From an optimization exercise on the open Yosys and OpenROAD flow, aimed at small area and few clock cycles; shortcuts taken in it are not production practice. Function was checked by simulation only, so behaviour that the tests miss may differ from the original. Power is estimated from default activity; no workload was simulated.

Design snpe, start of the top module:
module snpe (
    input  wire        clk,
    input  wire        rst,
    input  wire        cmd_valid,
    output wire        cmd_ready,
    input  wire [7:0]  cmd_data,
    input  wire        cmd_last,
    output wire        rsp_valid,
    input  wire        rsp_ready,
    output wire [7:0]  rsp_data,
    output wire        rsp_last,
    input  wire [31:0] now,
    input  wire [15:0] rnd
);
export LEC_CHECK = 0
export CAP_MARGIN = 20
export CORE_MARGIN = 2
export CORE_UTILIZATION = 70
export SLEW_MARGIN = 20
export POST_FLOORPLAN_TCL = /design/flow/flow/restructure.tcl
export BUFFER_PORTS_ARGS = -buffer_cell sky130_fd_sc_hd__buf_1
export CTS_ARGS = -sink_clustering_enable -repair_clock_nets -dont_use_dummy_load -buf_list sky130_fd_sc_hd__clkbuf_8 -sink_clustering_size 16 -sink_clustering_max_diameter 45
create_clock -name core_clock -period 10.0 [get_ports {clk}]
standard.sh (not shown) runs the stock make flow with config.mk's settings and CLKGATE_MAP_FILE= SYNTH_SCRIPT=/design/flow/synth_recipe.tcl, a recipe that flattens the netlist after the stock synthesis.
==> flow/flow/run.sh <==
#!/bin/bash
# The standard layout (standard.sh: standard synthesis, floorplan, place,
# CTS, route, finish) with three changes:
#  - after floorplanning, OpenROAD's restructure re-maps the combinational
#    logic for area (flow/restructure.tcl, two passes, with a liberty copy
#    that leaves out the platform's don't-use cells); registers are not touched;
#  - port buffers use sky130_fd_sc_hd__buf_1 (every port still gets one);
#  - clock tree synthesis uses clkbuf_8 buffers, sink clusters of up to 16
#    flip-flops within 45 um, and no dummy loads for balancing.
# Each tool's output goes to the ORFS logs under orfs/logs; make's own output
# goes to standard.log.
set -o pipefail
HERE=$(pwd)
cat >> config.mk <<EOC
export POST_FLOORPLAN_TCL = $HERE/flow/restructure.tcl
export BUFFER_PORTS_ARGS = -buffer_cell sky130_fd_sc_hd__buf_1
export CTS_ARGS = -sink_clustering_enable -repair_clock_nets -dont_use_dummy_load -buf_list sky130_fd_sc_hd__clkbuf_8 -sink_clustering_size 16 -sink_clustering_max_diameter 45
EOC
bash standard.sh > standard.log 2>&1
==> flow/flow/restructure.tcl <==
# Area-oriented re-synthesis of the combinational logic with OpenROAD's
# restructure (ABC); registers are not touched. restructure does not honour
# set_dont_use, so it gets a copy of the platform liberty without the
# platform's don't-use cells.
set rmp_dir $::env(OBJECTS_DIR)/rmp
file mkdir $rmp_dir
set src_lib $::env(PLATFORM_DIR)/lib/sky130_fd_sc_hd__tt_025C_1v80.lib
set dst_lib $rmp_dir/restructure.lib
set dont_use {}
foreach c $::env(DONT_USE_CELLS) { dict set dont_use $c 1 }
set fi [open $src_lib r]
set fo [open $dst_lib w]
set skip 0
set depth 0
while {[gets $fi line] >= 0} {
  if {!$skip && [regexp {^\s*cell\s*\(\s*"?([A-Za-z0-9_]+)"?\s*\)} $line -> name]} {
    if {[dict exists $dont_use $name]} {
      set skip 1
      set depth 0
    }
  }
  if {$skip} {
    incr depth [expr {[regexp -all {\{} $line] - [regexp -all {\}} $line]}]
    if {$depth <= 0 && [regexp {\}} $line]} { set skip 0 }
    continue
  }
  puts $fo $line
}
close $fi
close $fo
foreach pass {1 2} {
  restructure -target area -liberty_file $dst_lib \
    -tielo_port sky130_fd_sc_hd__conb_1/LO -tiehi_port sky130_fd_sc_hd__conb_1/HI \
    -work_dir $rmp_dir
}
Testbench counts at the start, summed over its fixed seeds: cycles 66,251.
Edit:
--- a/flow/design.v
+++ b/flow/design.v
@@ -99,36 +99,36 @@
     wire after_len = (is_ck1 || is_dec) ? pos_ge2 : is_chk ? pos_ge4 : 1'b0;
     wire pay_byte = ((c == C_ENC) && pos_ge2) || (is_dec && pos_ge5);
     wire ck_more  = (is_ck1 && pos_ge2) || (is_chk && pos_ge4) ||
                     (is_dec && pos_ge5 && (pc < n5));
     wire [15:0] tacc_nx = at_n    ? ck_step(CK_INIT, cmd_data) :
                           ck_more ? ck_step(tacc, cmd_data) : tacc;
-    function live_of(input [31:0] tn, input [21:0] tn_hm1, input [31:0] t);
+    function live_of(input [31:0] tn, input [21:0] hmask, input [31:0] t);
         reg [9:0]  d;
         reg [10:0] c;
         integer    q;
         begin
             c[0] = 1'b0;
             for (q = 0; q < 10; q = q + 1) begin
                 d[q]   = tn[q] ^ t[q] ^ c[q];
                 c[q+1] = (~tn[q] & t[q]) | (~(tn[q] ^ t[q]) & c[q]);
             end
             live_of = ~(d[9] & d[8] & d[7] & d[6] & d[5] & (d[4] | d[3])) &&
-                      (c[10] ? (t[31:10] == tn_hm1) : (t[31:10] == tn[31:10]));
+                      ((t[31:10] ^ tn[31:10]) == ({22{c[10]}} & hmask));
         end
     endfunction
-    wire [21:0] now_hm1 = now[31:10] - 22'd1;
+    wire [21:0] now_hmask = now[31:10] ^ (now[31:10] - 22'd1);
     wire l0 = (lph == 2'd0);
     wire l1 = (lph == 2'd1);
     wire l2 = (lph == 2'd2);
     wire [31:0] tx = ({32{l0}} & ts[0]) | ({32{l1}} & ts[2]) | ({32{l2}} & ts[4]);
     wire        vx = (l0 & valid[0]) | (l1 & valid[2]) | (l2 & valid[4]);
     wire [31:0] ty = ({32{l0}} & ts[1]) | ({32{!l0}} & ts[3]);
     wire        vy = (l0 & valid[1]) | (!l0 & valid[3]);
-    wire        lx = vx && live_of(now, now_hm1, tx);
-    wire        ly = vy && live_of(now, now_hm1, ty);
+    wire        lx = vx && live_of(now, now_hmask, tx);
+    wire        ly = vy && live_of(now, now_hmask, ty);
     wire [N_SLOTS-1:0] live = {lx, live_r[3:0]};
     wire [15:0] v16 = {kk[7:0], cmd_data};
     reg [N_SLOTS-1:0] cm, im;
     reg        chal_hit, iss_hit, have_free;
     reg [2:0]  chal_idx, iss_idx, free_idx;
     reg [N_SLOTS-1:0] free_oh;
@@ -275,13 +275,13 @@
             wait1 <= 1'b0;
             resp  <= 1'b1;
         end
         if (rsp_fire) begin
             pc  <= pc + 5'd1;
             rem <= rem - 9'd1;
-            if (rem == 9'd0) begin
+            if (rsp_last) begin
                 resp <= 1'b0;
                 pos  <= 3'd0;
                 lph  <= 2'd0;
             end else if (pos != 3'd5) begin
                 pos <= pos + 3'd1;
             end
@@ -292,13 +292,14 @@
         end else begin
             valid <= valid | we;
             if (exec && ok_x) begin
                 case (c)
                     C_INIT: acc <= CK_INIT;
                     C_BYTE: acc <= ck_step(acc, cmd_data);
-                    C_GEN, C_CHK: if (st_x == S_OK || st_x == S_E_CKSUM) acc <= tacc_nx;
+                    C_GEN: if (!(nbig && pos_ge2)) acc <= tacc_nx;
+                    C_CHK: if (!(nbig && pos_ge4)) acc <= tacc_nx;
                     default: ;
                 endcase
             end
         end
         if (rst) begin
             resp <= 1'b0;
@@ -312,25 +313,26 @@
     wire first  = (pos == 3'd0);
     wire k_crc  = !first && ((cls == C_READ) || (cls == C_GEN) || (cls == C_CHK));
     wire k_enc  = !first && (cls == C_ENC);
     wire k_dec  = !first && (cls == C_DEC);
     wire k_req  = !first && (cls == C_REQ);
     wire k_rd   = !first && (cls == C_RD);
-    wire rem0   = (rem == 9'd0);
-    wire rem1   = (rem == 9'd1);
+    wire [5:0] rr = rem[5:0];
+    wire rem0   = (rr == 6'd0);
+    wire rem1   = (rr == 6'd1);
     wire s_acch = k_crc && rem1;
     wire s_accl = k_crc && rem0;
     wire s_tch  = k_enc && (pc == 5'd29);
     wire s_tcl  = k_enc && (pc == 5'd30);
     wire s_n    = (k_enc || k_dec) && (pc == 5'd31);
     wire s_pay  = (k_enc && (pc < n5)) || k_dec;
-    wire s_newf = k_req && (rem == 9'd3);
+    wire s_newf = k_req && (rr == 6'd3);
     wire s_idx  = (k_req && rem0) || (!first && (cls == C_CCHK));
-    wire s_slot = (k_req && (rem == 9'd1 || rem == 9'd2)) || (k_rd && rem < 9'd8);
-    wire s_v    = k_rd && (rem == 9'd9);
-    wire s_l    = k_rd && (rem == 9'd8);
+    wire s_slot = (k_req && (rr == 6'd1 || rr == 6'd2)) || (k_rd && rr < 6'd8);
+    wire s_v    = k_rd && (rr == 6'd9);
+    wire s_l    = k_rd && (rr == 6'd8);
     wire s_cnt  = !first && (cls == C_CNT);
     wire [2:0] fs = (cls == C_RD) ? rem[2:0] : {2'b10, rem[1]};
     wire [7:0] fs_oh = 8'd1 << fs;
     wire [N_SLOTS-1:0] idx_oh = 5'b00001 << idx;
     wire [N_SLOTS-1:0] slot_oh = idx_oh & valid & {N_SLOTS{s_slot}};
     reg  [7:0] slot_byte;
@@ -363,8 +365,8 @@
                   | ({8{s_idx}}  & {5'd0, idx})
                   | ({8{s_v}}    & {7'd0, v_at})
                   | ({8{s_l}}    & {7'd0, l_at})
                   | ({8{s_cnt}}  & {5'd0, live_cnt})
                   | slot_byte | pay_byte_r;
     assign rsp_data = rd;
-    assign rsp_last = (rem == 9'd0);
+    assign rsp_last = rem0;
 endmodule
What happened: Synthesized cell count rises by 3.8%. Wire length rises by 1.8%. Final area rises by 0.85%. Register-to-register slack gets better by 0.02 ns. Die area rises by 1.4%. Critical path depth falls by 8. Core utilization rises by 0.14 points. Clock power falls by about 6%. Worst setup slack gets worse by 0.22 ns. Sequential cell count stays the same. Via count rises by 1.2%. Hold slack gets worse by 0.014 ns. Global-route usage rises by 0.45 points.
Testbench counts after the change, summed over its fixed seeds: cycles 66,251.

==> afterwards: timing with drivers on the ports <==
The results above use ideal ports. As a check the final layouts listed here were re-extracted and re-timed, cells and wires unchanged. Step 1: set_driving_cell puts a clkbuf_16 on clk and a buf_2 on each other input, an assumption about the parent block. Step 2 moves the port delays by t, midway between the first and last clock arrival at a register: inputs arrive t later, outputs are due t later. That takes back most of the time a late clock gives input paths. Slacks: ideal ports / drivers / drivers and shift; pairs: ideal ports / drivers.
run	t, ns	setup slack, ns	hold WS [ns]	clock arrival spread, ns
the first run	0.734	0.519 / 0.560 / -0.173	0.494 / 0.494 / 0.494	0.077 / 0.077
the second run	0.751	0.303 / 0.242 / -0.014	0.480 / 0.480 / 0.480	0.124 / 0.124
Met with ideal ports but missed after step 2: setup timing in the first run and the second run. For the first run, which loses most, drivers alone change the setup slack by +0.041 ns; drivers and shift together by -0.692 ns.
